Context: an optimization exercise on an open-source flow, tuned for small area, a short achievable clock period and few clock cycles per item. The choices shown serve that exercise and are no tape-out recipe.
Only simulation tests tie the RTL to the original design; equivalence was not proved.

### flow/run.sh
#!/bin/bash
# synth_recipe.tcl (not shown) runs the flow's synth.tcl, then flattens the netlist and writes it again
# the make line also repeats each setting of config.mk as NAME=value (left out here)
make -C /OpenROAD-flow-scripts/flow DESIGN_CONFIG=/design/flow/config.mk WORK_HOME=/design/flow/orfs CLKGATE_MAP_FILE= SYNTH_SCRIPT=/design/flow/synth_recipe.tcl finish
### flow/config.mk
export PLATFORM = sky130hd
export DESIGN_NAME = lpc_synth
export DESIGN_NICKNAME = lpc_synth
export VERILOG_FILES = /design/flow/design.v
export SDC_FILE = /design/flow/constraint.sdc
export NUM_CORES = 8
export LEC_CHECK = 0
export CAP_MARGIN = 20
export CORE_MARGIN = 2
export CORE_UTILIZATION = 40
export PLACE_DENSITY = 0.6
export SLEW_MARGIN = 20
### flow/constraint.sdc
create_clock -name core_clock -period 12.0 [get_ports {clk}]
set_input_delay 2.4000 -clock core_clock [delete_from_list [all_inputs] [get_ports {clk}]]
set_output_delay 2.4000 -clock core_clock [all_outputs]
set_load 0.01 [all_outputs]
### flow/design.v
module lpc_synth (
    input  wire        clk,
    input  wire        rst,
    input  wire        in_valid,
    output wire        in_ready,
    input  wire [15:0] in_data,
    output wire        out_valid,
    input  wire        out_ready,
    output wire [15:0] out_data,
    output wire [7:0]  out_sexp
);
    localparam [2:0] M_COEF  = 3'd0,    
                     M_PRIME = 3'd1,    
                     M_RUN   = 3'd2,    
                     M_LOAD  = 3'd3,    
                     M_DELTA = 3'd4,    
                     M_ALIGN = 3'd5,    
                     M_DRAIN = 3'd6;    
    reg  [2:0]  mode;
    reg         ph;           
    reg         rpass;        
    reg         conc;         
    reg         resc;         
    reg         spec;         
    reg  [3:0]  wcnt;         
    reg  [6:0]  lw;           
    reg  [4:0]  nxn;          
    reg  [6:0]  t;            
    reg  [6:0]  t0;           
    reg  [6:0]  hidx;         
    reg  [6:0]  nc;           
    reg  [2:0]  dstep;        
    reg         r_run_odd;    
    reg         r_take;       
    reg         r_take_conc;  
    reg         r_take_ring;  
    reg         r_coef;       
    reg         r_load;       
    reg         r_cont;       
    reg         r_align;      
    reg         r_contgo;     
    reg         r_shin;       
    reg         r_inrdy;      
    reg         r_srcin;      
    reg  [15:0] din_r;        
    reg         sh_r;         
    reg         tk_r;         
    reg         cm_r;         
    reg  [15:0] ycm, zcm;     
    reg         hm_on, hm_first;
    reg  [15:0] coef [1:16];
    reg  [15:0] nx   [1:16];        
    reg  [15:0] rq   [0:79];        
    reg  [15:0] st   [0:15];        
    reg  [15:0] de_z1;
    reg  [4:0]  sexp;               
    reg  [4:0]  dlt;                
    reg  [14:0] hm;                 
    reg  [19:0] pk;                 
    reg  [20:0] yr;                 
    reg         vpk;
    reg  [4:0]  pbl;                
    reg         pkz;                
    reg  [3:0]  hbl;                
    reg  [6:0]  sxt;                
    reg  [6:0]  d0r;
    reg         q0v, q1v, q2v;
    reg  [20:0] q0, q1, q2;         
    assign out_valid = q0v;
    assign out_data  = q0[15:0];
    assign out_sexp  = {{3{q0[20]}}, q0[20:16]};
    reg  [15:0] ybc;
    reg  [7:0]  bneg, bone, btwo;      
    reg  [7:0]  bnegn, bonen, btwon;   
    reg  [15:0] yprev;
    reg  [15:0] ureg;               
    reg         urnd;               
    reg  [14:0] tf_mask;            
    reg  [35:0] cw;                 
    reg  [23:0] cal, cbl;           
    reg  [15:0] srl, srh;           
    reg         v1, v2, v3, v4;
    reg  [31:0] pp_s, pp_c;         
    reg  [31:0] xr_s, xr_c;         
    reg  [15:0] zt;
    reg  [15:0] pcm_s;              
    reg         pcm_b;              
    function [15:0] sat16_24(input [23:0] v);
        if (!v[23] && (v[22:15] != 8'h00))      sat16_24 = 16'h7fff;
        else if (v[23] && (v[22:15] != 8'hff))  sat16_24 = 16'h8000;
        else                                    sat16_24 = v[15:0];
    endfunction
    function [15:0] shl16(input [15:0] x, input [4:0] d);
        reg [15:0] w;
        begin
            if (!d[4]) w = x << d[3:0];
            else       w = $signed(x) >>> (5'd0 - d);
            shl16 = w;
        end
    endfunction
    function [4:0] bitlen20(input [19:0] v);
        integer i;
        begin
            bitlen20 = 5'd0;
            for (i = 0; i < 20; i = i + 1)
                if (v[i]) bitlen20 = i + 1;
        end
    endfunction
    function [3:0] bitlen15(input [14:0] v);
        integer i;
        begin
            bitlen15 = 4'd0;
            for (i = 0; i < 15; i = i + 1)
                if (v[i]) bitlen15 = i + 1;
        end
    endfunction
    function [47:0] csa24(input [23:0] a, input [23:0] b, input [23:0] c);
        csa24 = {a ^ b ^ c, (a & b) | (a & c) | (b & c)};
    endfunction
    function [71:0] csa36(input [35:0] a, input [35:0] b, input [35:0] c);
        csa36 = {a ^ b ^ c, ((a & b) | (a & c) | (b & c)) << 1};
    endfunction
    function [63:0] csa32(input [31:0] a, input [31:0] b, input [31:0] c);
        csa32 = {a ^ b ^ c, ((a & b) | (a & c) | (b & c)) << 1};
    endfunction
    function [2:0] brec(input [15:0] y, input integer i);
        reg [2:0] d;
        begin
            d = {y, 1'b0} >> (2 * i);
            brec = {d[2], d[1] ^ d[0], (d == 3'b011) | (d == 3'b100)};
        end
    endfunction
    localparam integer SW = 78;
    localparam [SW-1:0] S_ID = {36'd2048, 21'h000000, 21'h100000};    
    wire [SW-1:0] o_st [0:7];       
    wire [SW-1:0] d_st [1:7];       
    wire [35:0]   ms0, mc0;         
    genvar gi;
    generate
        for (gi = 0; gi < 8; gi = gi + 1) begin : g_unit
            reg  [15:0] cf;
            wire        nsel0 = spec && (t >= 7'd79 - gi);    
            wire        nsel1 = spec && (t >= 7'd72 - gi);    
            always @(posedge clk)
                cf <= ph ? (nsel0 ? nx[gi+1] : coef[gi+1])
                         : (nsel1 ? nx[gi+9] : coef[gi+9]);
            wire [SW-1:0] sin;
            if (gi < 7) begin : g_in
                assign sin = d_st[gi+1];
            end else begin : g_in7
                assign sin = o_st[0];
            end
            wire [35:0] ms, mc;
            if (gi < 4) begin : g_mp
                lpc_bmul u_mul (.clk(clk), .c(cf), .neg(bneg), .one(bone), .two(btwo),
                                .s(ms), .cy(mc));
            end else begin : g_mn
                lpc_bmul u_mul (.clk(clk), .c(cf), .neg(~bnegn), .one(~bonen), .two(~btwon),
                                .s(ms), .cy(mc));
            end
            lpc_stage u_stg (.clk(clk), .idn((gi == 0) ? ph : 1'b0), .sin(sin), .ms(ms), .mc(mc),
                             .sout(o_st[gi]));
            if (gi > 0) begin : g_d
                reg [SW-1:0] dr;
                always @(posedge clk) dr <= o_st[gi];
                assign d_st[gi] = dr;
            end
            if (gi == 0) begin : g_m0
                assign ms0 = ms;
                assign mc0 = mc;
            end
        end
    endgenerate
    wire [35:0] e_b2  = o_st[1][77:42];
    wire [20:0] e_rlb = o_st[1][41:21];
    wire [20:0] e_rhb = o_st[1][20:0];
    wire [20:0] e_rl  = e_rlb - 21'h080000;         
    wire [20:0] e_rh  = e_rhb - 21'h080000;
    wire        c12   = &e_b2[11:1];                 
    wire [23:0] bh2   = e_b2[35:12];
    wire [23:0] u24   = {{8{ureg[15]}}, ureg};
    wire [47:0] cwc   = csa24(bh2, u24, {23'd0, c12});
    wire [23:0] cw_hi = cwc[47:24] + {cwc[22:0], urnd};
    wire [35:0] cw_n  = {cw_hi, e_b2[11:0] + 12'd2};
    wire [47:0] cl1   = csa24(bh2, u24, ~{3'd0, e_rlb});
    wire [47:0] cl2   = csa24(cl1[47:24], {cl1[22:0], urnd}, 24'h080001);
    wire [23:0] cal_n = cl2[47:24] + {cl2[22:0], c12};
    wire [47:0] ch1   = csa24(bh2, u24, ~{3'd0, e_rhb});
    wire [47:0] ch2   = csa24(ch1[47:24], {ch1[22:0], urnd}, 24'h080000);
    wire [23:0] cbl_n = ch2[47:24] + {ch2[22:0], c12};
    wire [71:0] fw   = csa36(cw, ~ms0, ~mc0);
    wire [71:0] fa   = csa36({cal, cw[11:0]}, ~ms0, ~mc0);
    wire [71:0] fb   = csa36({cbl, cw[11:0]}, ~ms0, ~mc0);
    wire [35:0] wsum = fw[71:36] + fw[35:0];
    wire [35:0] wla  = fa[71:36] + fa[35:0];
    wire [35:0] wlb  = fb[71:36] + fb[35:0];
    wire        f_lt = wla[35];                       
    wire        f_gt = !wlb[35];                      
    wire [23:0] q    = wsum[35:12];
    wire [20:0] o_rl = d_st[1][41:21] - 21'h080000;
    wire [20:0] o_rh = d_st[1][20:0] - 21'h080000;
    wire [20:0] yraw = f_lt ? o_rl : f_gt ? o_rh : q[20:0];
    wire        q_ovf = (q[23:15] != 9'h000) && (q[23:15] != 9'h1ff);
    wire [15:0] yfin = f_lt ? srl : f_gt ? srh : sat16_24(q);
    reg  [23:0] yrec;
    integer kr;
    always @(*) begin
        for (kr = 0; kr < 8; kr = kr + 1)
            yrec[3*kr +: 3] = f_lt ? brec(srl, kr) : f_gt ? brec(srh, kr) :
                              q_ovf ? brec(q[23] ? 16'h8000 : 16'h7fff, kr) : brec(q[15:0], kr);
    end
    wire [19:0] yr_abs = yr[20] ? (20'd0 - yr[19:0]) : yr[19:0];
    wire signed [6:0] sexp7  = $signed({{2{sexp[4]}}, sexp});
    wire signed [6:0] sx_c   = ($signed(sxt) > 7'sd10) ? 7'sd10 :
                               ($signed(sxt) < -7'sd4) ? -7'sd4 : $signed(sxt);
    wire signed [6:0] hr     = 7'sd15 - $signed({3'b000, hbl});
    wire [14:0] hpat_z   = de_z1[14:0] ^ {15{de_z1[15]}};
    wire [14:0] hpat_y   = ycm[14:0] ^ {15{ycm[15]}};
    wire [31:0] ys  = {{16{ybc[15]}}, ybc};
    wire [63:0] p1a = csa32(32'd8198, ~(ys << 12), ~(ys << 10));    
    wire [63:0] p1b = csa32(ys << 8, ~(ys << 6), ys << 4);
    wire [63:0] p2a = csa32(p1a[63:32], p1a[31:0], p1b[63:32]);
    wire [63:0] p2b = csa32(p1b[31:0], ~(ys << 2), ys);
    wire [63:0] p3  = csa32(p2a[63:32], p2a[31:0], p2b[63:32]);
    wire [63:0] p4  = csa32(p3[63:32], p3[31:0], p2b[31:0]);
    wire [31:0] zs  = {{16{zt[15]}}, zt};
    wire [63:0] x1a = csa32(ys << 14, pp_s, pp_c);
    wire [63:0] x1b = csa32(zs << 13, zs << 12, ~(zs << 10));
    wire [63:0] x1c = csa32(~(zs << 7), zs << 2, zs);
    wire [63:0] x2a = csa32(x1a[63:32], x1a[31:0], x1b[63:32]);
    wire [63:0] x2b = csa32(x1b[31:0], x1c[63:32], x1c[31:0]);
    wire [63:0] x3  = csa32(x2a[63:32], x2a[31:0], x2b[63:32]);
    wire [63:0] x4  = csa32(x3[63:32], x3[31:0], x2b[31:0]);
    wire [31:0] xr  = xr_s + xr_c;
    wire [15:0] z_n = sat16_24({{6{xr[31]}}, xr[31:14]});
    wire [15:0] zt_sh = $signed(zt) >>> sexp[3:0];
    wire [15:0] pcms_n = sexp[4] ? sat16_24({{8{zt[15]}}, zt} << (5'd0 - sexp)) : zt_sh;
    wire        pcmb_n = !sexp[4] && (sexp != 5'd0) && zt[sexp[3:0] - 4'd1];
    wire [15:0] dq_src;
    wire [15:0] tf_shl = dq_src << sexp[3:0];
    wire        tf_ovf = |((dq_src[14:0] ^ {15{dq_src[15]}}) & tf_mask);
    wire [15:0] tf_sr  = $signed(dq_src) >>> (5'd0 - sexp);
    wire [15:0] tf_q   = sexp[4] ? tf_sr
                       : tf_ovf  ? {dq_src[15], {15{~dq_src[15]}}} : tf_shl;
    wire        tf_r   = sexp[4] & dq_src[~sexp[3:0]];       
    wire run_odd   = r_run_odd;
    wire last_real = r_cont;                      
    wire q_empty   = !q0v && !q1v && !q2v;
    wire cont_go   = r_contgo;
    wire take_conc = r_take_conc || cont_go;
    assign in_ready = r_inrdy;
    wire take_coef = r_coef && in_valid;
    wire xfer      = q0v && out_ready;
    wire commit_ok = !q2v || out_ready;
    wire commit    = v4 && commit_ok;
    wire abort     = v4 && !commit_ok;
    assign dq_src        = r_srcin ? in_data : rq[0];
    wire        shift_in = r_shin && in_valid;
    wire        rotate   = r_take_ring || r_align;
    wire [15:0] st_new   = shl16(st[0], resc ? dlt : 5'd0);
    wire        swap     = ((mode == M_COEF) && (nxn == 5'd16) && !tk_r) || cont_go;
    wire        prime    = (mode == M_PRIME);
    wire        prime_ld = prime && ph;
    wire        a0v = xfer ? q1v : q0v;
    wire        a1v = xfer ? q2v : q1v;
    wire        a2v = xfer ? 1'b0 : q2v;
    wire [20:0] a0  = xfer ? q1 : q0;
    wire [20:0] a1q = xfer ? q2 : q1;
    wire [15:0] pcm = pcm_s + {15'd0, pcm_b};
    wire [20:0] qin = {sexp, pcm};
    reg  [2:0]  mode_n;
    reg         rpass_n, conc_n, resc_n, spec_n;
    reg  [3:0]  wcnt_n;
    reg  [6:0]  lw_n, t_n, t0_n, nc_n, hidx_n;
    reg  [4:0]  nxn_n;
    reg  [2:0]  dstep_n;
    always @(*) begin
        mode_n  = mode;
        rpass_n = rpass;
        conc_n  = conc;
        resc_n  = resc;
        spec_n  = spec;
        wcnt_n  = wcnt;
        lw_n    = lw;
        t_n     = t;
        t0_n    = t0;
        nc_n    = nc;
        nxn_n   = nxn;
        dstep_n = dstep;
        hidx_n  = hidx;
        if (sh_r)
            hidx_n = 7'd0;
        else if (rotate)
            hidx_n = (hidx == 7'd79) ? 7'd0 : hidx + 7'd1;
        if (take_coef)
            nxn_n = nxn + 5'd1;
        if (shift_in)
            lw_n = lw + 7'd1;
        if (commit)
            nc_n = nc + 7'd1;
        if (abort) begin
            mode_n = M_ALIGN;
            spec_n = 1'b0;
        end else begin
            case (mode)
            M_COEF: begin
                if ((nxn == 5'd16) && !tk_r) begin
                    nxn_n   = 5'd0;
                    mode_n  = M_PRIME;
                    wcnt_n  = 4'd0;
                    rpass_n = 1'b0;
                    conc_n  = 1'b1;
                    resc_n  = 1'b0;
                    lw_n    = 7'd0;
                    t0_n    = 7'd0;
                end
            end
            M_PRIME: begin
                if (ph) begin
                    wcnt_n = wcnt + 4'd1;
                    if (wcnt == 4'd15) begin
                        t_n    = t0;
                        resc_n = 1'b0;
                        if (r_take_conc && !in_valid) begin
                            mode_n = M_LOAD;
                            conc_n = 1'b0;
                        end else begin
                            mode_n = M_RUN;
                        end
                    end
                end
            end
            M_RUN: begin
                if (ph)
                    t_n = t + 7'd1;
                if (rpass && ph && (t == 7'd64))
                    spec_n = (nxn == 5'd16) && !tk_r;
                if (r_take_conc && !in_valid) begin
                    mode_n = M_LOAD;
                    conc_n = 1'b0;
                end
                if (!rpass && ph && (t == 7'd79))
                    mode_n = M_DELTA;
                if (rpass && ph && (t == 7'd79)) begin
                    spec_n = 1'b0;
                    if (cont_go) begin
                        nxn_n   = 5'd0;
                        rpass_n = 1'b0;
                        conc_n  = 1'b1;
                        lw_n    = {6'd0, in_valid};
                        t_n     = 7'd0;
                        if (!in_valid) begin
                            mode_n = M_LOAD;
                            conc_n = 1'b0;
                        end
                    end else begin
                        mode_n = M_DRAIN;
                    end
                end
            end
            M_DRAIN: begin
                if (nc == 7'd80)
                    mode_n = M_COEF;
            end
            M_LOAD: begin
                if (in_valid && (lw == 7'd79)) begin
                    mode_n = M_PRIME;
                    wcnt_n = 4'd0;
                    t0_n   = 7'd0;
                end
            end
            M_DELTA: begin
                dstep_n = dstep + 3'd1;
                if (dstep == 3'd6) begin
                    dstep_n = 3'd0;
                    mode_n  = M_PRIME;
                    wcnt_n  = 4'd0;
                    rpass_n = 1'b1;
                    resc_n  = 1'b1;
                    t0_n    = 7'd0;
                    nc_n    = 7'd0;
                end
            end
            M_ALIGN: begin
                if (hidx == nc) begin
                    mode_n = M_PRIME;
                    wcnt_n = 4'd0;
                    t0_n   = nc;
                end
            end
            default: mode_n = M_COEF;
            endcase
        end
    end
    wire ph_n       = ~ph;
    wire n_run_odd  = !ph && (mode == M_RUN) && (t < 7'd80);
    wire n_take     = (n_run_odd && (t != 7'd79)) ||
                      (!ph && (mode == M_PRIME) && (wcnt == 4'd15));
    wire n_conc     = !rpass && conc;
    wire n_cont     = n_run_odd && rpass && (t == 7'd79) && spec;
    wire n_coef     = (lw_n == 7'd80) && (nxn_n != 5'd16);
    wire n_load     = (mode_n == M_LOAD);
    wire n_contgo   = n_cont && !a0v && !commit;
    wire n_shin     = n_load || (n_take && n_conc) || n_contgo;
    integer k;
    always @(posedge clk) begin
        din_r <= in_data;
        if (sh_r || rotate) begin
            for (k = 0; k < 79; k = k + 1)
                rq[k] <= rq[k+1];
            rq[79] <= sh_r ? din_r : rq[0];
        end
        if (tk_r) begin
            for (k = 1; k < 16; k = k + 1)
                nx[k] <= nx[k+1];
            nx[16] <= din_r;
        end
        if (swap) begin
            for (k = 1; k <= 16; k = k + 1)
                coef[k] <= nx[k];
        end
        ureg <= tf_q;
        urnd <= tf_r;
        for (k = 0; k < 15; k = k + 1)
            tf_mask[k] <= !sexp[4] && (k >= 15 - sexp[3:0]);
        cw  <= cw_n;
        cal <= cal_n;
        cbl <= cbl_n;
        srl <= sat16_24({{3{e_rl[20]}}, e_rl});
        srh <= sat16_24({{3{e_rh[20]}}, e_rh});
        if (ph)
            yprev <= ybc;
        if (prime_ld || run_odd) begin
            ybc <= prime_ld ? st_new : yfin;
            for (k = 0; k < 8; k = k + 1) begin
                {bneg[k], bone[k], btwo[k]}    <= prime_ld ? brec(st_new, k) : yrec[3*k +: 3];
                {bnegn[k], bonen[k], btwon[k]} <= ~(prime_ld ? brec(st_new, k) : yrec[3*k +: 3]);
            end
        end
        if (run_odd && !rpass)
            yr <= yraw;
        pp_s <= p4[63:32];
        pp_c <= p4[31:0];
        xr_s <= x4[63:32];
        xr_c <= x4[31:0];
        if (prime)
            zt <= de_z1;
        else if (v2)
            zt <= z_n;
        pcm_s <= pcms_n;
        pcm_b <= pcmb_n;
        q0 <= (!a0v) ? qin : a0;
        q1 <= (!a1v) ? qin : a1q;
        q2 <= (!a2v) ? qin : q2;
        pbl <= bitlen20(pk);
        pkz <= (pk == 20'd0);
        hbl <= bitlen15(hm | hpat_z);
        sxt <= pkz ? 7'sd10 : sexp7 + 7'sd14 - $signed({2'b00, pbl});
        d0r <= sx_c - sexp7;
        if ((mode == M_DELTA) && (dstep == 3'd4))
            dlt <= ($signed(d0r) > hr) ? hr[4:0] : d0r[4:0];    
    end
    always @(posedge clk) begin
        if (rst) begin
            mode  <= M_COEF;
            ph    <= 1'b0;
            rpass <= 1'b0;
            conc  <= 1'b0;
            resc  <= 1'b0;
            spec  <= 1'b0;
            wcnt  <= 4'd0;
            lw    <= 7'd80;
            nxn   <= 5'd0;
            t     <= 7'd0;
            t0    <= 7'd0;
            nc    <= 7'd0;
            hidx  <= 7'd0;
            dstep <= 3'd0;
            v1    <= 1'b0;
            v2    <= 1'b0;
            v3    <= 1'b0;
            v4    <= 1'b0;
            vpk   <= 1'b0;
            q0v   <= 1'b0;
            q1v   <= 1'b0;
            q2v   <= 1'b0;
            de_z1 <= 16'd0;
            sexp  <= 5'd0;
            hm    <= 15'd0;
            r_run_odd   <= 1'b0;
            r_take      <= 1'b0;
            r_take_conc <= 1'b0;
            r_take_ring <= 1'b0;
            r_coef      <= 1'b0;
            r_load      <= 1'b0;
            r_cont      <= 1'b0;
            r_align     <= 1'b0;
            r_contgo    <= 1'b0;
            r_shin      <= 1'b0;
            r_inrdy     <= 1'b0;
            r_srcin     <= 1'b0;
            sh_r        <= 1'b0;
            tk_r        <= 1'b0;
            cm_r        <= 1'b0;
            for (k = 0; k < 16; k = k + 1)
                st[k] <= 16'd0;
        end else begin
            ph    <= ph_n;
            mode  <= mode_n;
            rpass <= rpass_n;
            conc  <= conc_n;
            resc  <= resc_n;
            spec  <= spec_n;
            wcnt  <= wcnt_n;
            lw    <= lw_n;
            nxn   <= nxn_n;
            t     <= t_n;
            t0    <= t0_n;
            nc    <= nc_n;
            hidx  <= hidx_n;
            dstep <= dstep_n;
            r_run_odd   <= n_run_odd;
            r_take      <= n_take;
            r_take_conc <= n_take && n_conc;
            r_take_ring <= n_take && !n_conc;
            r_coef      <= n_coef;
            r_load      <= n_load;
            r_cont      <= n_cont;
            r_contgo    <= n_contgo;
            r_shin      <= n_shin;
            r_inrdy     <= n_coef || n_shin;
            r_srcin     <= (n_take && n_conc) || n_cont;
            r_align     <= (mode_n == M_ALIGN) && (hidx_n != nc_n);
            q0v <= a0v || commit;
            q1v <= a1v || (commit && a0v);
            q2v <= a2v || (commit && a1v);
            v1 <= run_odd && rpass && !abort;
            v2 <= v1 && !abort;
            v3 <= v2 && !abort;
            v4 <= v3 && !abort;
            if (abort) begin
                v1 <= 1'b0;
                v2 <= 1'b0;
                v3 <= 1'b0;
                v4 <= 1'b0;
            end
            sh_r <= shift_in;
            tk_r <= take_coef;
            cm_r <= commit;
            if (commit) begin
                ycm      <= yprev;
                zcm      <= zt;
                hm_on    <= nc[6];
                hm_first <= (nc == 7'd64);
            end
            if (cm_r) begin
                de_z1 <= zcm;
                for (k = 0; k < 15; k = k + 1)
                    st[k] <= st[k+1];
                st[15] <= ycm;
                if (hm_on)
                    hm <= (hm_first ? 15'd0 : hm) | hpat_y;
            end
            vpk <= run_odd && !rpass;
            if (vpk)
                pk <= pk | yr_abs;
            if (((mode == M_COEF) && (nxn == 5'd16) && !tk_r) || cont_go ||
                ((mode == M_LOAD) && in_valid && (lw == 7'd79)))
                pk <= 20'd0;
            if (prime_ld) begin
                for (k = 0; k < 15; k = k + 1)
                    st[k] <= st[k+1];
                st[15] <= st_new;
            end
            if ((mode == M_DELTA) && (dstep == 3'd5)) begin
                sexp  <= sexp + dlt;
                de_z1 <= shl16(de_z1, dlt);
            end
        end
    end
endmodule
module lpc_bmul (
    input  wire        clk,
    input  wire [15:0] c,
    input  wire [7:0]  neg,
    input  wire [7:0]  one,
    input  wire [7:0]  two,
    output reg  [35:0] s,
    output reg  [35:0] cy
);
    localparam [35:0] K = 36'hFAAAB0000;
    reg [35:0] r [0:8];
    reg [16:0] m;
    integer i;
    always @(*) begin
        r[8] = K;
        for (i = 0; i < 8; i = i + 1) begin
            m = ({17{one[i]}} & {c[15], c}) | ({17{two[i]}} & {c, 1'b0});
            m = m ^ {17{neg[i]}};
            r[i] = {19'd0, ~m[16], m[15:0]} << (2 * i);
            r[8][2*i] = neg[i];
        end
    end
    function [71:0] csa(input [35:0] a, input [35:0] b, input [35:0] d);
        csa = {a ^ b ^ d, ((a & b) | (a & d) | (b & d)) << 1};
    endfunction
    wire [71:0] l1a = csa(r[0], r[1], r[2]);
    wire [71:0] l1b = csa(r[3], r[4], r[5]);
    wire [71:0] l1c = csa(r[6], r[7], r[8]);
    wire [71:0] l2a = csa(l1a[71:36], l1a[35:0], l1b[71:36]);
    wire [71:0] l2b = csa(l1b[35:0], l1c[71:36], l1c[35:0]);
    wire [71:0] l3  = csa(l2a[71:36], l2a[35:0], l2b[71:36]);
    wire [71:0] l4  = csa(l3[71:36], l3[35:0], l2b[35:0]);
    always @(posedge clk) begin
        s  <= l4[71:36];
        cy <= l4[35:0];
    end
endmodule
module lpc_stage (
    input  wire        clk,
    input  wire        idn,         
    input  wire [77:0] sin,
    input  wire [35:0] ms,
    input  wire [35:0] mc,
    output reg  [77:0] sout
);
    wire [35:0] b   = sin[77:42];
    wire [20:0] rlb = sin[41:21];
    wire [20:0] rhb = sin[20:0];
    wire [35:0] cs_s = b ^ ~ms ^ ~mc;
    wire [35:0] cs_c = {(b[34:0] & ~ms[34:0]) | (b[34:0] & ~mc[34:0]) | (~ms[34:0] & ~mc[34:0]), 1'b1};
    wire [36:0] bsum = {cs_s, 1'b1} + {cs_c, 1'b1};
    wire [35:0] bn   = bsum[36:1];
    wire        zl  = (b[11:0] == 12'd0);
    wire [24:0] bh  = {b[35], b[35:12]};
    wire [24:0] rl25 = {4'd0, rlb};
    wire [24:0] rh25 = {4'd0, rhb};
    wire        l_lo = $signed(bh) < $signed(rl25);
    wire        l_hi = $signed(bh) > $signed(rh25);
    wire [24:0] dh_lo = bh + 25'h100000 + ~rl25 + {24'd0, ~zl};    
    wire [24:0] dh_hi = bh + 25'h0fffff + ~rh25 + {24'd0, ~zl};    
    wire        h_lo = dh_lo[24];
    wire        h_hi = !dh_hi[24];
    wire [20:0] xh  = b[32:12] + 21'h100000 - {20'd0, zl};
    wire [20:0] rln = l_lo ? rlb : l_hi ? rhb : b[32:12];
    wire [20:0] rhn = h_lo ? rlb : h_hi ? rhb : xh;
    always @(posedge clk)
        sout <= idn ? {36'd2048, 21'h000000, 21'h100000} : {bn, rln, rhn};
endmodule
==> results of run 1 <==
## registers in the layout, summed over array words and instances (netlist names), 24 cells and up
signal	cells
rq	1280
g_unit.u_stg.sout	624
g_unit.g_d.dr	545
coef	256
nx	256
st	256
g_unit.cf	128
g_unit.g_mp.u_mul.s	128
g_unit.g_mn.u_mul.s	128
g_unit.g_mp.u_mul.cy	116
g_unit.g_mn.u_mul.cy	116
cw	36
pp_s	30
xr_c	30
xr_s	30
pp_c	29
cal	24
cbl	24
## synthesized netlist by cell type (all sizes together), types with 99 or more instances
| master | instances |
|---|---|
| fa | 1302 |
| a21oi | 1141 |
| a22oi | 522 |
| o21a | 105 |
| o21bai | 124 |
| nand2b | 128 |
| ha | 2242 |
| a31oi | 222 |
| nand3 | 178 |
| a211oi | 224 |
| edfxtp | 2031 |
| nor3 | 228 |
| mux2i | 660 |
| nand4 | 99 |
| xor2 | 542 |
| nor2 | 953 |
| nand2 | 1517 |
| buf | 181 |
| and3 | 174 |
| o22ai | 517 |
| inv | 3075 |
| dfxtp | 2476 |
| o21ai | 604 |
| clkbuf | 846 |
| a21o | 226 |
| xnor2 | 1209 |
| nor2b | 200 |
## worst paths after layout
kind,startpoint,end,slack [ps],cells past startpoint
worst max-delay path,g_unit[0].g_mp.u_mul.cy[2]$_DFF_P_,bneg[1]$_DFFE_PP_,6300,17
worst min-delay path,g_unit[6].u_stg.sout[23]$_DFF_P_,g_unit[6].g_d.dr[23]$_DFF_P_,270,0
worst max register to register,g_unit[0].g_mp.u_mul.cy[2]$_DFF_P_,bneg[1]$_DFFE_PP_,6300,17
worst min register to register,g_unit[6].u_stg.sout[23]$_DFF_P_,g_unit[6].g_d.dr[23]$_DFF_P_,270,0
## logic make-up after synthesis
group	count (synthesis)
AO/OA/AOI/OAI	4123
buffers and inverters	4104
AND/OR/NAND/NOR	3761
XOR/XNOR	1751
adder cells (fa/ha/maj)	3545
multiplexers	753
flip-flops	4507
## metrics by stage
stage	setup slack, ps	utilization, %	hold slack, ps	cells
final	6304	44.39	268.0	30857
after global routing	6065	44.39	271.0	30847
after floorplan	-8358	-	309.6	22544
after CTS	6360	44.37	263.2	30836
after global placement	5962	41.62	310.4	29939
after detailed placement	6002	41.63	312.1	29942
## layout make-up
type                       instances  area (um2)
antenna                           20       50.05
multi-input combinational      13933      121100
inverter                        3077       11550
tap                             8120       10160
sequential                      4507      110600
clock buffer                     612       13300
fill                           57244      341900
timing repair buffer             306        2611
clock inverter                   282        3572
## per-layer routing
layer / share of wire, % / global-route usage (%) / wire length (um) / vias to the layer above
met5: 0.016 / 0 / 112 / -
met4: 4.3 / 8.751 / 31010 / 16
met3: 6.9 / 3.433 / 49780 / 1256
met2: 45 / 35.25 / 319400 / 5681
met1: 44 / 31.22 / 316800 / 81357
li1: - / - / - / 76136
==> flow_summary.toml, run 1 <==
[sta]
worst_slew_margin_relative_to_its_limit_pct = 13.34
post-route-min-period_ps = 5696
timing_hold_violations_final = 0
drv_slew = 0
tightest_slew_ps = 1294
setup_violations = 0
fmax_ghz = 0.1756
timing.final.crit_share_pct = 47.47
fin_skew_ps = 147.4
fin_tns_setup_ps = 0
rsz0062_at_grt = "false"

[clocking]
clock_latency_ps = 1120
clock_tree.buffer_depth = 4
cts_num_sinks = 4507
post_cts.repair.setup_buffers = 0
cts_hold_buffers = 0
clock_tree.root_cell = "clkbuf_16"
ctsResizeCount = 0
cts_made_buffers = 473
path_clk_slew_ps = 60
tritoncts = "yes"
cts_htree_levels = 5

[run]
max_capacitance_violation_total = 0

[worst_setup_path]
criticalPathCategory = "flip-flop to flip-flop"
path_common_cell = "a21oi_1"
start_kind = "flip-flop"
worst-endpoint-required_ps = 12720
critPathCaptureType = "flip-flop"
cp.buffers_inverters = 2
slowest_stage = "o41ai_2"
highest_cell_delay_on_the_worst_timing_path_ps = 770
timing.critical_path.fanout_max = 11
critical_path.cell_chain = "inv_1 > fa_1 > ha_1 > or3b_1 > a21oi_1 > o21ai_1 > nand2_1 > a21oi_1 > a211oi_1 > nor2_1 > a21oi_1 > xor2_1 > o41ai_2 > o21ai_0 > buf_4 > o22ai_1 > a21oi_1"
worst_path_dominant_cell_family = "compound AO/OA/AOI/OAI gates"
worstPathArrival_ps = 6410

[yosys]
synth_largest_type_area_fraction_pct = 24.74
synth-simple-area-share_pct = 6.895
synth_top_area_cell = "edfxtp_1"
synthArstFlopShare_pct = 0
yosys_warnings = 12
synth_fa_ha_area_share_pct = 21.95
synth_cell_types = 101
synth_top_cells_by_area = "edfxtp_1 25%, dfxtp_1 20%, ha_1 11%, fa_1 11%, inv_1 4.7%"
number_of_synthesized_flops_with_an_enable_pin = 2031
ys.flop_type = "dfxtp_1"
synth_top_family_by_area = "adder cells"
syn-num-nets = 26108
register_area_share_after_synthesis_pct = 44.84
synth_area_mm2 = 0.2466
synth_seq_cells = 4507
syn_avg_cell_area_um2 = 10.94
share_of_cell_area_taken_by_muxes_after_synthesis_pct = 3.186
yosys.area_share.xor_xnor_pct = 6.220
synth_compound_area_share_pct = 10.65
synthCells = 22544

[floorplanning]
starting_density_of_the_core_pct = 40.11
floorplan.rows = 288
die_height_um = 789.1
fp.dieArea_mm2 = 0.6227
floorplan.core_area_mm2 = 0.6148
fp.dieW_um = 789.1
ios = 46

[global_route]
vias_in_the_first_global_route = 164080
grt_antenna_before_repair = 74
grt.total_usage_pct = 22.44
grt_first_pass_wirelength_mm = 1064
grt_start_max_net_pins = 194
globalRouteOverflowTotal = 0

[min_path]
min-delay-path-class = "flip-flop to flip-flop"

[final_layout]
num-nets-final = 25862
syn2layout_area_growth_pct = 10.68
post_route_cells_drive_above_1_share_pct = 5.802
most-common-layout-cells = "3067 x inv_1, 2468 x dfxtp_1, 2242 x ha_1"
final_cell_area_mm2 = 0.2729
final_common_cell = "inv_1"

[placed_design]
hpwl_mm = 532.1
placed_area_mm2 = 0.2559
routabilityCongestion = 0.9434
numPortBuffers = 45

[status]
run_status = "timing/DRC/antenna clean"

[routing]
vias_per_std_cell = 5.329
antenna_left = 0
dr_total_vias = 164446
first_pass_iters = 8
routed_wire_length_per_instance_um = 23.24
drt_first_iter_violations = 14907
drc = 0
wl_mm = 717.1
Testbench counts, summed over its fixed seeds: cycles 21,804, frames 60.
==> run 2, diff against run 1 <==
==> flow/flow/run.sh (new file) <==
#!/bin/bash
set -euo pipefail
bash standard.sh SETUP_SLACK_MARGIN=7.0 finish > standard.log 2>&1
==> flow/standard.sh (new file) <==
#!/bin/bash
# synth_recipe.tcl (not shown) runs the flow's synth.tcl, then flattens the netlist and writes it again
# the make line also repeats each setting of config.mk as NAME=value (left out here)
make -C /OpenROAD-flow-scripts/flow DESIGN_CONFIG=/design/flow/config.mk WORK_HOME=/design/flow/orfs CLKGATE_MAP_FILE= SYNTH_SCRIPT=/design/flow/synth_recipe.tcl "${@:-finish}"
removed: flow/run.sh
==> run 2 against run 1 <==
Still clean. Sequential share of layout area is 0.080 points lower. Clock-buffer cell count is the same. Area after synthesis is the same.
==> flow_summary.toml, run 2 <==
[final_layout]
most-common-layout-cells = "3038 x inv_1, 2459 x dfxtp_1, 2234 x ha_1"
num-fill-cells = 57209
num-nets-final = 25877
syn2layout_area_growth_pct = 10.91
fin_cells = 30878
regMostFlops = "rq"
largest_registers = "rq x1280, g_unit.u_stg.sout x624, g_unit.g_d.dr x545"
final_common_cell = "inv_1"
post_route_cells_drive_above_1_share_pct = 6.295
largest_register_ff_count = 1280

[routing]
vias_per_std_cell = 5.339
routed_wire_length_per_instance_um = 23.26
drc = 0
wl_mm = 718.1
drt_first_iter_violations = 14822
antenna_left = 0
first_pass_iters = 7
dr_total_vias = 164870

[clocking]
clock_tree.root_cell = "clkbuf_16"
clock_tree.buffer_depth = 4
path_clk_slew_ps = 70
cts_num_sinks = 4507
cts_htree_levels = 5
cts_hold_buffers = 0
clock_latency_ps = 1120
tritoncts = "yes"
cts_made_buffers = 473

[sta]
tightest_slew_ps = 1288
timing.final.crit_share_pct = 41.25
timing_hold_violations_final = 0
worst_slew_margin_relative_to_its_limit_pct = 13.76
fin_skew_ps = 152.4
fmax_ghz = 0.2020
rsz0062_at_grt = "true"
fin_tns_setup_ps = 0
whs_ps = 268.6
post-route-min-period_ps = 4950
drv_slew = 0
setup_violations = 0

[floorplanning]
floorplan.rows = 288
ios = 46
die_height_um = 789.1
fp.dieW_um = 789.1
starting_density_of_the_core_pct = 40.11
floorplan.core_area_mm2 = 0.6148
fp.dieArea_mm2 = 0.6227

[placed_design]
numPortBuffers = 45
routabilityCongestion = 0.9434
place_inst = 29942
hpwl_mm = 532.1

[yosys]
synth_top_area_cell = "edfxtp_1"
synth_seq_cells = 4507
ys.flop_type = "dfxtp_1"
yosys_warnings = 12
synth_top_cells_by_area = "edfxtp_1 25%, dfxtp_1 20%, ha_1 11%, fa_1 11%, inv_1 4.7%"
synthMostInstantiatedCell = "inv_1"
synth_area_mm2 = 0.2466
synthArstFlopShare_pct = 0
synth_cell_types = 101
syn_avg_cell_area_um2 = 10.94
number_of_synthesized_flops_with_an_enable_pin = 2031
synth_commonest_cells = "3069 x inv_1, 2476 x dfxtp_1, 2242 x ha_1"
synthCells = 22544
register_area_share_after_synthesis_pct = 44.84
syn-num-nets = 26108
synth_largest_type_area_fraction_pct = 24.74

[worst_setup_path]
worstPathArrival_ps = 5790
timing.reg2reg.setup_slack_ps = 7050
timing.rr.start = "g_unit[1].g_d.dr[44]$_DFF_P_"
crit-reg2reg-capture = "g_unit[0].u_stg.sout[72]$_SDFF_PP0_"
timing.critical_path.fanout_max = 4
critPathCaptureType = "flip-flop"
criticalPathCategory = "flip-flop to flip-flop"
worst-endpoint-required_ps = 12840
start_kind = "flip-flop"
worst_setup_path_endpoint = "g_unit[0].u_stg.sout[72]$_SDFF_PP0_"
ff2ff_path_depth = 15
worst_setup_path_startpoint = "g_unit[1].g_d.dr[44]$_DFF_P_"

[global_route]
vias_in_the_first_global_route = 164137
grt_start_max_net_pins = 194
grt_first_pass_wirelength_mm = 1064
grt.total_usage_pct = 22.45
globalRouteOverflowTotal = 0
grt_antenna_before_repair = 72

[status]
run_status = "timing/DRC/antenna clean"

[run]
max_capacitance_violation_total = 0

[min_path]
min-delay-path-class = "flip-flop to flip-flop"
run 2: cell types whose count changed in the layout (fill, tap and decap cells not counted), moves of 7 or more:
cell | before | now
a21oi_2 | 12 | 19
ha_1 | 2242 | 2234
dfxtp_2 | 6 | 14
inv_1 | 3067 | 3038
a21oi_1 | 1128 | 1120
dfxtp_1 | 2468 | 2459
inv_2 | 8 | 36
run 2: metrics by stage:
| step | setup WS, ps | area [um2] | util, % |
|---|---|---|---|
| floorplan | -8358 | 246600 | - |
| global placement | 5962 | 255800 | 41.62 |
| detailed placement | 6002 | 255900 | 41.63 |
| CTS | 6988 | 272900 | 44.40 |
| global route | 6960 | 273400 | 44.48 |
| finish | 7050 | 273500 | 44.48 |
run 2: area by class of cell:
class	instances	area, um2	share of cell area [%]
Multi-Input combinational cell	13934	121500	44.42
Inverter	3077	11560	4.226
Timing Repair Buffer	319	2744	1.003
Clock inverter	282	3572	1.306
Clock buffer	612	13300	4.862
Antenna cell	26	65.06	0.02379
Tap cell	8120	10160	3.715
Timing Repair inverter	1	5.005	0.001830
Sequential cell	4507	110600	40.44
run 2: cells by family after synthesis:
group,Yosys count,share of synthesized area [%]
buffers and inverters,4104,6.261
flip-flops,4507,44.84
multiplexers,753,3.186
XOR/XNOR,1751,6.220
AND/OR/NAND/NOR,3761,6.895
adder cells (fa/ha/maj),3545,21.95
AO/OA/AOI/OAI,4123,10.65
run 2: critical path, stage by stage (launching register included):
cell and delay, ps:
dfxtp_1 470, fa_1 490, ha_1 290, nor2b_1 140, o31ai_1 410, a21oi_1 270, a31oi_1 350, o21ai_0 150
buf_4 180, a21oi_1 340, a21boi_0 340, a21oi_1 260, a21oi_1 110, a21oi_1 190, xor2_1 720, nor2_1 70
run 2: worst min path at each step:
stage	end	from	cells after the start
after global routing	g_unit[6].g_d.dr[23]$_DFF_P_	g_unit[6].u_stg.sout[23]$_DFF_P_	0
after global placement	g_unit[7].g_d.dr[61]$_DFF_P_	g_unit[7].u_stg.sout[61]$_DFF_P_	0
after CTS	g_unit[5].g_d.dr[68]$_DFF_P_	g_unit[5].u_stg.sout[68]$_DFF_P_	0
final	g_unit[6].g_d.dr[23]$_DFF_P_	g_unit[6].u_stg.sout[23]$_DFF_P_	0
after detailed placement	g_unit[2].g_d.dr[53]$_DFF_P_	g_unit[2].u_stg.sout[53]$_DFF_P_	0
after floorplan	cw[0]$_DFF_P_	g_unit[1].u_stg.sout[42]$_DFF_P_	0
run 2: timing repair:
item,4_1_cts,5_1_grt
pin swaps,6,19
endpoints found under the hold margin,0,0
resized for setup,27,106
setup buffers,2,11
endpoints found under the setup margin,83,110
cloned,2,0
run 2: metal layers:
metal / part of all wire (%) / global-route usage, %
met5: 0.014 / 0
met4: 4.5 / 9.157
met3: 6.8 / 3.493
met2: 44 / 35.08
met1: 44 / 31.18
==> run 3, diff against run 2 <==
--- a/flow/design.v
+++ b/flow/design.v
@@ -62,8 +62,7 @@
     reg  [4:0]  pbl;                
     reg         pkz;                
     reg  [3:0]  hbl;                
-    reg  [6:0]  sxt;                
-    reg  [6:0]  d0r;
+    reg  [6:0]  d0r;                
     reg         q0v, q1v, q2v;
     reg  [20:0] q0, q1, q2;         
     assign out_valid = q0v;
@@ -211,8 +210,8 @@
     end
     wire [19:0] yr_abs = yr[20] ? (20'd0 - yr[19:0]) : yr[19:0];
     wire signed [6:0] sexp7  = $signed({{2{sexp[4]}}, sexp});
-    wire signed [6:0] sx_c   = ($signed(sxt) > 7'sd10) ? 7'sd10 :
-                               ($signed(sxt) < -7'sd4) ? -7'sd4 : $signed(sxt);
+    wire signed [6:0] sxt    = pkz ? 7'sd10 : sexp7 + 7'sd14 - $signed({2'b00, pbl});
+    wire signed [6:0] sx_c   = (sxt > 7'sd10) ? 7'sd10 : (sxt < -7'sd4) ? -7'sd4 : sxt;
     wire signed [6:0] hr     = 7'sd15 - $signed({3'b000, hbl});
     wire [14:0] hpat_z   = de_z1[14:0] ^ {15{de_z1[15]}};
     wire [14:0] hpat_y   = ycm[14:0] ^ {15{ycm[15]}};
@@ -371,7 +370,7 @@
             end
             M_DELTA: begin
                 dstep_n = dstep + 3'd1;
-                if (dstep == 3'd6) begin
+                if (dstep == 3'd2) begin
                     dstep_n = 3'd0;
                     mode_n  = M_PRIME;
                     wcnt_n  = 4'd0;
@@ -452,12 +451,11 @@
         q0 <= (!a0v) ? qin : a0;
         q1 <= (!a1v) ? qin : a1q;
         q2 <= (!a2v) ? qin : q2;
-        pbl <= bitlen20(pk);
-        pkz <= (pk == 20'd0);
+        pbl <= bitlen20(pk | yr_abs);
+        pkz <= ((pk | yr_abs) == 20'd0);
         hbl <= bitlen15(hm | hpat_z);
-        sxt <= pkz ? 7'sd10 : sexp7 + 7'sd14 - $signed({2'b00, pbl});
         d0r <= sx_c - sexp7;
-        if ((mode == M_DELTA) && (dstep == 3'd4))
+        if ((mode == M_DELTA) && (dstep == 3'd2))
             dlt <= ($signed(d0r) > hr) ? hr[4:0] : d0r[4:0];    
     end
     always @(posedge clk) begin
@@ -572,7 +570,7 @@
                     st[k] <= st[k+1];
                 st[15] <= st_new;
             end
-            if ((mode == M_DELTA) && (dstep == 3'd5)) begin
+            if (prime_ld && resc && (wcnt == 4'd0)) begin
                 sexp  <= sexp + dlt;
                 de_z1 <= shl16(de_z1, dlt);
             end
==> flow/run.sh (new file) <==
#!/bin/bash
# synth_recipe.tcl (not shown) runs the flow's synth.tcl, then flattens the netlist and writes it again
# the make line also repeats each setting of config.mk as NAME=value (left out here)
make -C /OpenROAD-flow-scripts/flow DESIGN_CONFIG=/design/flow/config.mk WORK_HOME=/design/flow/orfs CLKGATE_MAP_FILE= SYNTH_SCRIPT=/design/flow/synth_recipe.tcl finish
removed: flow/flow/run.sh
removed: flow/standard.sh
==> run 3 against run 2 <==
Synthesized cell count is essentially flat. Clock-buffer cell count shrank 1. Maximum frequency fell by 12%. Global-route usage down 0.058 points. Via count is 0.47% lower. Critical path depth grew 2. Routed wire length shrank 0.38%. First-iteration DRC count is 2.5% lower. Core utilization is 0.25 points lower.
==> flow_summary.toml, run 3 <==
[routing]
routed_wire_length_per_instance_um = 23.18
first_pass_iters = 9
dr_total_vias = 164090
wl_mm = 715.4
drc = 0
vias_per_std_cell = 5.316
antenna_left = 0
drt_first_iter_violations = 14455

[clocking]
ctsResizeCount = 0
clock_tree.buffer_depth = 4
tritoncts = "yes"
path_clk_slew_ps = 70
clock_tree.root_cell = "clkbuf_16"
cts_htree_levels = 5
clock_latency_ps = 1080
cts_made_buffers = 466
post_cts.repair.setup_buffers = 0
cts_hold_buffers = 0
cts_num_sinks = 4500

[sta]
rsz0062_at_grt = "false"
fmax_ghz = 0.1772
fin_ws_ps = 6356
tightest_slew_ps = 1277
worst_slew_margin_relative_to_its_limit_pct = 14.48
fin_skew_ps = 120.0
timing_hold_violations_final = 0
drv_slew = 0
whs_ps = 271.7
timing.final.crit_share_pct = 47.04
post-route-min-period_ps = 5644
setup_violations = 0
fin_tns_setup_ps = 0

[worst_setup_path]
worst_setup_path_startpoint = "g_unit[0].g_mp.u_mul.cy[12]$_DFF_P_"
path_common_cell = "a21o_1"
critPathCaptureType = "flip-flop"
worstPathArrival_ps = 6420
critical_path.cell_chain = "inv_1 > fa_1 > ha_1 > a21o_1 > a21o_1 > a21o_1 > a21oi_1 > nor2b_1 > o211ai_1 > nand4_1 > a41oi_1 > nor3_1 > or3_2 > buf_4 > nor2_2 > nand2_1 > o21a_1"
timing.rr.start = "g_unit[0].g_mp.u_mul.cy[12]$_DFF_P_"
criticalPathCategory = "flip-flop to flip-flop"
worst_path_dominant_cell_family = "simple AND/OR/NAND/NOR gates"
ff2ff_path_depth = 17
slowest_stage = "or3_2"
worst-endpoint-required_ps = 12780
highest_cell_delay_on_the_worst_timing_path_ps = 830
timing.critical_path.fanout_max = 44
crit-reg2reg-capture = "bone[1]$_DFFE_PP_"
cp.buffers_inverters = 2
timing.reg2reg.setup_slack_ps = 6360
start_kind = "flip-flop"

[final_layout]
largest_registers = "rq x1280, g_unit.u_stg.sout x624, g_unit.g_d.dr x545"
syn2layout_area_growth_pct = 10.35
most-common-layout-cells = "3086 x inv_1, 2461 x dfxtp_1, 2242 x ha_1"
post_route_cells_drive_above_1_share_pct = 5.727
regMostFlops = "rq"
largest_register_ff_count = 1280
num-nets-final = 25873
fin_cells = 30865
final_common_cell = "inv_1"
finalCoreUtilization_pct = 44.24
final_cell_area_mm2 = 0.2718

[placed_design]
placed_area_mm2 = 0.2554
preCtsSetupSlack_ps = 6221
hpwl_mm = 530.3
place_inst = 29956
routabilityCongestion = 0.9526
numPortBuffers = 45

[yosys]
synth_commonest_cells = "3087 x inv_1, 2469 x dfxtp_1, 2242 x ha_1"
ys.flop_type = "dfxtp_1"
syn_avg_cell_area_um2 = 10.92
synth_cell_types = 108
yosys_warnings = 12
synth_seq_cells = 4500
synth_largest_type_area_fraction_pct = 24.76
synthMostInstantiatedCell = "inv_1"
synthArstFlopShare_pct = 0
syn-num-nets = 26127
synth_top_area_cell = "edfxtp_1"
synth_top_cells_by_area = "edfxtp_1 25%, dfxtp_1 20%, ha_1 11%, fa_1 11%, inv_1 4.7%"
synthCells = 22563
register_area_share_after_synthesis_pct = 44.83
number_of_synthesized_flops_with_an_enable_pin = 2031
synth_area_mm2 = 0.2463

[floorplanning]
fp.dieArea_mm2 = 0.6220
die_height_um = 788.7
ios = 46
starting_density_of_the_core_pct = 40.09
floorplan.rows = 288
fp.dieW_um = 788.7
floorplan.core_area_mm2 = 0.6144

[global_route]
grt_first_pass_wirelength_mm = 1060
globalRouteMet2Util_pct = 34.75
grt.total_usage_pct = 22.39
globalRouteOverflowTotal = 0
gr-max-usage-layer = "met2"
grt_antenna_before_repair = 73
grt_start_max_net_pins = 241
globalRouteMet1Util_pct = 30.85
global_route.usage.met3_pct = 4.240
vias_in_the_first_global_route = 163782

[min_path]
timing.hold.worst_endpoint = "g_unit[7].g_d.dr[14]$_DFF_P_"
min-delay-start = "g_unit[7].u_stg.sout[14]$_DFF_P_"
min-delay-path-class = "flip-flop to flip-flop"
whs_path_depth = 0

[run]
max_capacitance_violation_total = 0

[status]
run_status = "timing/DRC/antenna clean"
-- run 3: cell types whose count changed after synthesis, sizes merged, moves of 24 or more --
cell   previous run  this run
a21o            226       252
a21oi          1141      1234
and3            174       118
mux2i           660       569
nand2          1517      1445
nand3           178       152
nor2            953      1097
nor3            228       177
o21a            105       133
xnor2          1209      1185
-- run 3: cells by family after synthesis --
kind of cell / share of synthesized area, %
adders and majority gates: 21.98
xor gates and xnor gates: 6.180
buffers and inverters: 6.299
and+or+nand+nor: 6.743
AOI/OAI and AO/OA: 11.08
muxes: 2.895
DFF: 44.83
-- run 3: worst max-delay path by stage --
stage,endpoint,slack [ps],cells past startpoint
floorplan,rq[0][0]$_DFFE_PP_,-8330,2
global placement,ureg[0]$_DFF_P_,6160,9
detailed placement,ureg[0]$_DFF_P_,6220,9
CTS,bone[1]$_DFFE_PP_,6330,17
global route,bonen[3]$_DFFE_PP_,5860,16
finish,bone[1]$_DFFE_PP_,6360,17
-- run 3: worst reg2reg max path, stage by stage (launching register included) --
cell and delay, ps:
dfxtp_1 300, inv_1 190, fa_1 460, ha_1 330
a21o_1 190, a21o_1 160, a21o_1 170, a21oi_1 170
nor2b_1 70, o211ai_1 180, nand4_1 270, a41oi_1 360
nor3_1 100, or3_2 830, buf_4 440, nor2_2 780
nand2_1 190, o21a_1 230
-- run 3: per-layer routing --
metal | part of all wire [%] | vias to the layer above | wire length (um)
li1 | - | 76146 | -
met4 | 4.6 | 20 | 33060
met3 | 7.3 | 1406 | 52280
met5 | 0.018 | - | 127
met1 | 44 | 80878 | 315600
met2 | 44 | 5640 | 314400
-- run 3: area by class of cell --
type | count | area, um2
tap | 8120 | 10160
fill | 56856 | 342600
timing repair buffer | 300 | 2577
clock buffer | 611 | 12970
sequential | 4500 | 110400
clock inverter | 266 | 3178
multi-input combinational | 13944 | 120800
inverter | 3097 | 11630
antenna | 27 | 67.56
Testbench counts of run 3, summed over its fixed seeds: cycles 21,564, frames 60.
==> run 4, diff against run 3 <==
==> flow/flow/run.sh (new file) <==
#!/bin/bash
set -euo pipefail
bash standard.sh SETUP_SLACK_MARGIN=7.6 finish > standard.log 2>&1
==> flow/standard.sh (new file) <==
#!/bin/bash
# synth_recipe.tcl (not shown) runs the flow's synth.tcl, then flattens the netlist and writes it again
# the make line also repeats each setting of config.mk as NAME=value (left out here)
make -C /OpenROAD-flow-scripts/flow DESIGN_CONFIG=/design/flow/config.mk WORK_HOME=/design/flow/orfs CLKGATE_MAP_FILE= SYNTH_SCRIPT=/design/flow/synth_recipe.tcl "${@:-finish}"
removed: flow/run.sh
==> run 4 against run 3 <==
Area after synthesis unchanged. Worst hold slack worse by 7.2 ps. Critical path type unchanged. Critical endpoint is now bnegn[5]$_DFFE_PP_.
==> flow_summary.toml, run 4 <==
[yosys]
syn-num-nets = 26127
synth_top_area_cell = "edfxtp_1"
synth_top_cells_by_area = "edfxtp_1 25%, dfxtp_1 20%, ha_1 11%, fa_1 11%, inv_1 4.7%"
syn_avg_cell_area_um2 = 10.92
synth_cell_types = 108
yosys_warnings = 12
synth_seq_cells = 4500
synth_commonest_cells = "3087 x inv_1, 2469 x dfxtp_1, 2242 x ha_1"
synth_largest_type_area_fraction_pct = 24.76
synth_area_mm2 = 0.2463
number_of_synthesized_flops_with_an_enable_pin = 2031
synthMostInstantiatedCell = "inv_1"
synthArstFlopShare_pct = 0
ys.flop_type = "dfxtp_1"
synthCells = 22563
register_area_share_after_synthesis_pct = 44.83

[clocking]
cts_made_buffers = 466
clock_tree.root_cell = "clkbuf_16"
clock_latency_ps = 1090
tritoncts = "yes"
path_clk_slew_ps = 60
clock_tree.buffer_depth = 4
cts_htree_levels = 5
cts_hold_buffers = 0
cts_num_sinks = 4500

[global_route]
grt_antenna_before_repair = 66
globalRouteOverflowTotal = 0
grt_first_pass_wirelength_mm = 1069
grt_start_max_net_pins = 241
grt.total_usage_pct = 22.58
vias_in_the_first_global_route = 164896

[routing]
wl_mm = 723.9
vias_per_std_cell = 5.328
dr_total_vias = 165348
routed_wire_length_per_instance_um = 23.32
drc = 0
drt_first_iter_violations = 14499
antenna_left = 0
first_pass_iters = 6

[min_path]
min-delay-path-class = "flip-flop to flip-flop"

[final_layout]
most-common-layout-cells = "3044 x inv_1, 2415 x dfxtp_1, 2207 x ha_1"
post_route_cells_drive_above_1_share_pct = 8.493
syn2layout_area_growth_pct = 12.20
largest_register_ff_count = 1280
largest_registers = "rq x1280, g_unit.u_stg.sout x624, g_unit.g_d.dr x545"
regMostFlops = "rq"
finalCoreUtilization_pct = 44.98
final_common_cell = "inv_1"
num-nets-final = 26057

[placed_design]
routabilityCongestion = 0.9526
hpwl_mm = 530.3
numPortBuffers = 45

[worst_setup_path]
critPathCaptureType = "flip-flop"
start_kind = "flip-flop"
worstPathArrival_ps = 5310
worst-endpoint-required_ps = 12760
criticalPathCategory = "flip-flop to flip-flop"
worst_path_dominant_cell_family = "compound AO/OA/AOI/OAI gates"
cp.buffers_inverters = 7
timing.reg2reg.setup_slack_ps = 7450
highest_cell_delay_on_the_worst_timing_path_ps = 590
timing.critical_path.fanout_max = 5
critical_path.cell_chain = "clkinv_4 > fa_1 > ha_4 > a21oi_4 > o21ai_2 > or3_4 > a211oi_4 > buf_12 > o21ai_4 > buf_6 > mux2_4 > nand4b_1 > nor4_4 > buf_4 > a21oi_4 > buf_6 > nor2_4 > buf_12 > a2111o_1 > o21ai_2 > inv_2"
slowest_stage = "fa_1"

[floorplanning]
fp.dieW_um = 788.7
die_height_um = 788.7
ios = 46
floorplan.core_area_mm2 = 0.6144
fp.dieArea_mm2 = 0.6220
floorplan.rows = 288
starting_density_of_the_core_pct = 40.09

[sta]
timing.final.crit_share_pct = 37.89
setup_violations = 0
post-route-min-period_ps = 4547
timing_hold_violations_final = 0
fin_tns_setup_ps = 0
drv_slew = 0
tightest_slew_ps = 1391
whs_ps = 264.5
fmax_ghz = 0.2199
worst_slew_margin_relative_to_its_limit_pct = 6.846
fin_skew_ps = 122.3
rsz0062_at_grt = "true"

[run]
max_capacitance_violation_total = 0

[status]
run_status = "timing/DRC/antenna clean"
run 4: final cells by class:
type	instances	area [um2]
clock buffers	611	12970
repair buffers	479	4492
multi-input cells	13948	123300
flip-flops and latches	4500	110500
clock inverters	266	3178
inverters	3097	11670
well taps	8120	10160
repair inverters	1	5.005
fillers	56420	338000
diodes	13	32.53
run 4: logic make-up after synthesis:
kind of cell | share of synthesized area [%]
buf+inv | 6.299
mux | 2.895
fa+ha+maj | 21.98
xor+xnor | 6.180
simple gates | 6.743
flops | 44.83
compound gates | 11.08
run 4: worst paths after layout:
kind | endpoint | cells past startpoint | from
worst max-delay path | bnegn[5]$_DFFE_PP_ | 21 | g_unit[0].g_mp.u_mul.cy[16]$_DFF_P_
worst min-delay path | g_unit[7].g_d.dr[14]$_DFF_P_ | 0 | g_unit[7].u_stg.sout[14]$_DFF_P_
worst max register to register | bnegn[5]$_DFFE_PP_ | 21 | g_unit[0].g_mp.u_mul.cy[16]$_DFF_P_
worst min register to register | g_unit[7].g_d.dr[14]$_DFF_P_ | 0 | g_unit[7].u_stg.sout[14]$_DFF_P_
run 4: what timing repair did:
| action | CTS | global route |
|---|---|---|
| buffers inserted | 85 | 89 |
| gates resized for setup | 339 | 385 |
| cloned | 9 | 2 |
| setup endpoints to repair | 556 | 504 |
| pin swaps | 99 | 187 |
run 4: metrics by stage:
step	setup slack, ps	instances	instance area [um2]
6_report	7453	31035	276300
5_1_grt	7386	31023	276300
4_1_cts	7357	30927	273900
3_5_place_dp	6221	29956	255400
3_3_place_gp	6162	29955	255400
2_1_floorplan	-8329	22563	246300
run 4: per-layer routing:
layer  vias up  routed length (um)  track usage, %
met5         -                 152               0
met4        22               35170           9.336
met3      1490               54460           4.271
met2      5914              317100           35.04
met1     81427              317000           31.08
li1      76495                   -               -
==> run 5, diff against run 4 <==
--- a/flow/config.mk
+++ b/flow/config.mk
@@ -5,6 +5,7 @@
 export SDC_FILE = /design/flow/constraint.sdc
 export NUM_CORES = 8
 export LEC_CHECK = 0
+export ABC_AREA = 1
 export CAP_MARGIN = 20
 export CORE_MARGIN = 2
 export CORE_UTILIZATION = 40
==> run 5 against run 4 <==
Still clean. Global-route usage increased by 2.5 points. Critical path depth shrank 11. Worst setup slack better by 110 ps. Cell count is 8.8% higher. Synthesized cell count grew 12%. Non-clock buffer count decreased by 171. Clock-buffer cell count is 5 lower. Via count up 8.8%.
==> flow_summary.toml, run 5 <==
[worst_setup_path]
criticalPathCategory = "flip-flop to flip-flop"
timing.critical_path.fanout_max = 59
worstPathArrival_ps = 5390
critPathCaptureType = "flip-flop"
worst-endpoint-required_ps = 12950
start_kind = "flip-flop"

[yosys]
yosys_warnings = 12
register_area_share_after_synthesis_pct = 44.42
synth_seq_cells = 4500
synth_commonest_cells = "3905 x inv_1, 3105 x nand2_1, 2469 x dfxtp_1"
synthMostInstantiatedCell = "inv_1"
number_of_synthesized_flops_with_an_enable_pin = 2031
synth_area_mm2 = 0.2486
synth_top_area_cell = "edfxtp_1"
ys.flop_type = "dfxtp_1"
syn_avg_cell_area_um2 = 9.876
synth_cell_types = 81
syn-num-nets = 28734
synth_largest_type_area_fraction_pct = 24.53
synthArstFlopShare_pct = 0
synthCells = 25170
synth_top_cells_by_area = "edfxtp_1 25%, dfxtp_1 20%, ha_1 11%, fa_1 10%, inv_1 5.9%"

[status]
run_status = "timing/DRC/antenna clean"

[global_route]
globalRouteOverflowTotal = 0
vias_in_the_first_global_route = 175087
global_route.usage.met3_pct = 4.808
grt_first_pass_wirelength_mm = 1179
grt_start_max_net_pins = 184
globalRouteMet1Util_pct = 35.94
grt_antenna_before_repair = 79
grt.total_usage_pct = 25.09
gr-max-usage-layer = "met2"
globalRouteMet2Util_pct = 37.94

[floorplanning]
ios = 46
floorplan.core_area_mm2 = 0.6194
fp.dieW_um = 792.3
floorplan.rows = 289
die_height_um = 792.3
starting_density_of_the_core_pct = 40.13
fp.dieArea_mm2 = 0.6278

[final_layout]
finalCoreUtilization_pct = 44.43
regMostFlops = "rq"
post_route_cells_drive_above_1_share_pct = 5.196
largest_register_ff_count = 1280
num-fill-cells = 58708
final_common_cell = "inv_1"
syn2layout_area_growth_pct = 10.71
largest_registers = "rq x1280, g_unit.u_stg.sout x624, g_unit.g_d.dr x545"
num-nets-final = 28603
fin_cells = 33768
most-common-layout-cells = "3889 x inv_1, 3093 x nand2_1, 2439 x dfxtp_1"

[run]
max_capacitance_violation_total = 0

[clocking]
tritoncts = "yes"
cts_htree_levels = 5
path_clk_slew_ps = 70
clock_tree.root_cell = "clkbuf_16"
clock_latency_ps = 1100
cts_num_sinks = 4500
clock_tree.buffer_depth = 4
cts_made_buffers = 477

[sta]
tightest_slew_ps = 1247
fin_tns_setup_ps = 0
fin_skew_ps = 138.8
fmax_ghz = 0.2255
timing_hold_violations_final = 0
setup_violations = 0
post-route-min-period_ps = 4435
timing.final.crit_share_pct = 36.96
worst_slew_margin_relative_to_its_limit_pct = 16.28
drv_slew = 0
rsz0062_at_grt = "true"

[routing]
drc = 0
dr_total_vias = 179894
wl_mm = 807.2
first_pass_iters = 9
antenna_left = 0
vias_per_std_cell = 5.327
routed_wire_length_per_instance_um = 23.91
drt_first_iter_violations = 17592

[placed_design]
hpwl_mm = 612.1
numPortBuffers = 45
place_inst = 32829
routabilityCongestion = 1.008

[min_path]
min-delay-path-class = "flip-flop to flip-flop"
run 5: cell count changes after synthesis, moves of 444 or more:
cell     before   now
a22oi_1     521    25
inv_1      3087  3905
mux2i_1     569    16
nand2_1    1444  3105
nor2_1     1095  1539
o21ai_0     562  1748
o22ai_1     518  1082
xnor2_1    1185   239
xor2_1      553  1420
run 5: what timing repair did:
action | in CTS | in global routing
cloned | 1 | 2
hold buffers | 0 | 0
buffers inserted | 0 | 20
gates resized for setup | 73 | 104
pin swaps | 1 | 7
endpoints found under the setup margin | 225 | 320
run 5: cells by family (layout without fill, tap and decap cells):
kind of cell,count (synthesis),after routing,synth area share [%]
adder cells (fa/ha/maj),3545,3545,21.77
multiplexers,20,20,0.08254
other,0,14,0
AND/OR/NAND/NOR,5692,5693,9.325
flip-flops,4500,4500,44.42
AO/OA/AOI/OAI,4870,4870,11.11
XOR/XNOR,1663,1663,5.871
buffers and inverters,4880,5170,7.418
run 5: worst paths after layout:
check	from	end	slack, ps	cells after the start
worst min-delay path	g_unit[5].u_stg.sout[76]$_DFF_P_	g_unit[5].g_d.dr[76]$_DFF_P_	280	0
worst max register to register	btwon[4]$_DFFE_PP_	g_unit[5].g_mn.u_mul.cy[12]$_DFF_P_	7560	10
worst max-delay path	btwon[4]$_DFFE_PP_	g_unit[5].g_mn.u_mul.cy[12]$_DFF_P_	7560	10
worst min register to register	g_unit[5].u_stg.sout[76]$_DFF_P_	g_unit[5].g_d.dr[76]$_DFF_P_	280	0
run 5: stage by stage:
step	hold WS [ps]	setup WS [ps]	instance area, um2
2_1_floorplan	309.6	4021	248600
3_3_place_gp	309.8	6519	257800
3_5_place_dp	312.1	6487	257900
4_1_cts	268.3	7580	274600
5_1_grt	277.6	7578	275200
6_report	276.5	7565	275200
run 5: layout make-up:
| class | instances | area, um2 | area share, % |
|---|---|---|---|
| antenna | 14 | 35.03 | 0.01273 |
| timing repair inverter | 1 | 5.005 | 0.001819 |
| clock inverter | 295 | 3531 | 1.283 |
| multi-input combinational | 15791 | 120100 | 43.65 |
| inverter | 3960 | 14930 | 5.423 |
| clock buffer | 606 | 13120 | 4.768 |
| tap | 8293 | 10380 | 3.770 |
| timing repair buffer | 308 | 2608 | 0.9475 |
| sequential | 4500 | 110500 | 40.14 |
run 5: metal layers:
metal  vias up  wire, um
li1      83221         -
met1     88043    361500
met2      7092    344700
met3      1508     67890
met4        30     32840
met5         -       214
run 5: critical path, stage by stage, from the launching register on:
cell and delay (ps):
edfxtp_1 680, buf_4 810, o22ai_1 180, xor2_1 210, fa_1 590, inv_1 80
fa_1 500, inv_1 60, fa_1 520, inv_1 50, fa_1 470

-- afterwards: timing with drivers on the ports --
The results above use ideal ports. As a check the final layouts listed here were re-extracted and re-timed, cells and wires unchanged. Step 1 (the two cells are an assumption about what drives the block):
set clk [get_ports {clk}]
set_driving_cell -lib_cell sky130_fd_sc_hd__clkbuf_16 $clk
set_driving_cell -lib_cell sky130_fd_sc_hd__buf_2 [delete_from_list [all_inputs] $clk]
Step 2, shift: input delay + t, output delay - t, t = (earliest + latest rising clock arrival at the registers) / 2. This alone moves slack from input paths to output paths. Three values: ideal, step 1, step 2; two values: the first two.
run	shift t [ns]	slack for setup (ns)	latest minus earliest clock arrival (ns)
run 1	1.175	6.304 / 6.304 / 6.304	0.153 / 0.153
run 2	1.172	7.050 / 7.050 / 6.330	0.158 / 0.158
run 3	1.157	6.356 / 6.356 / 6.356	0.140 / 0.140
run 4	1.163	7.453 / 7.453 / 6.684	0.141 / 0.141
run 5	1.166	7.565 / 7.565 / 6.769	0.148 / 0.148
After both steps every run listed still meets setup and hold. For run 5, which loses most, drivers alone change the setup slack by 0.000 ns; drivers and shift together by -0.796 ns.
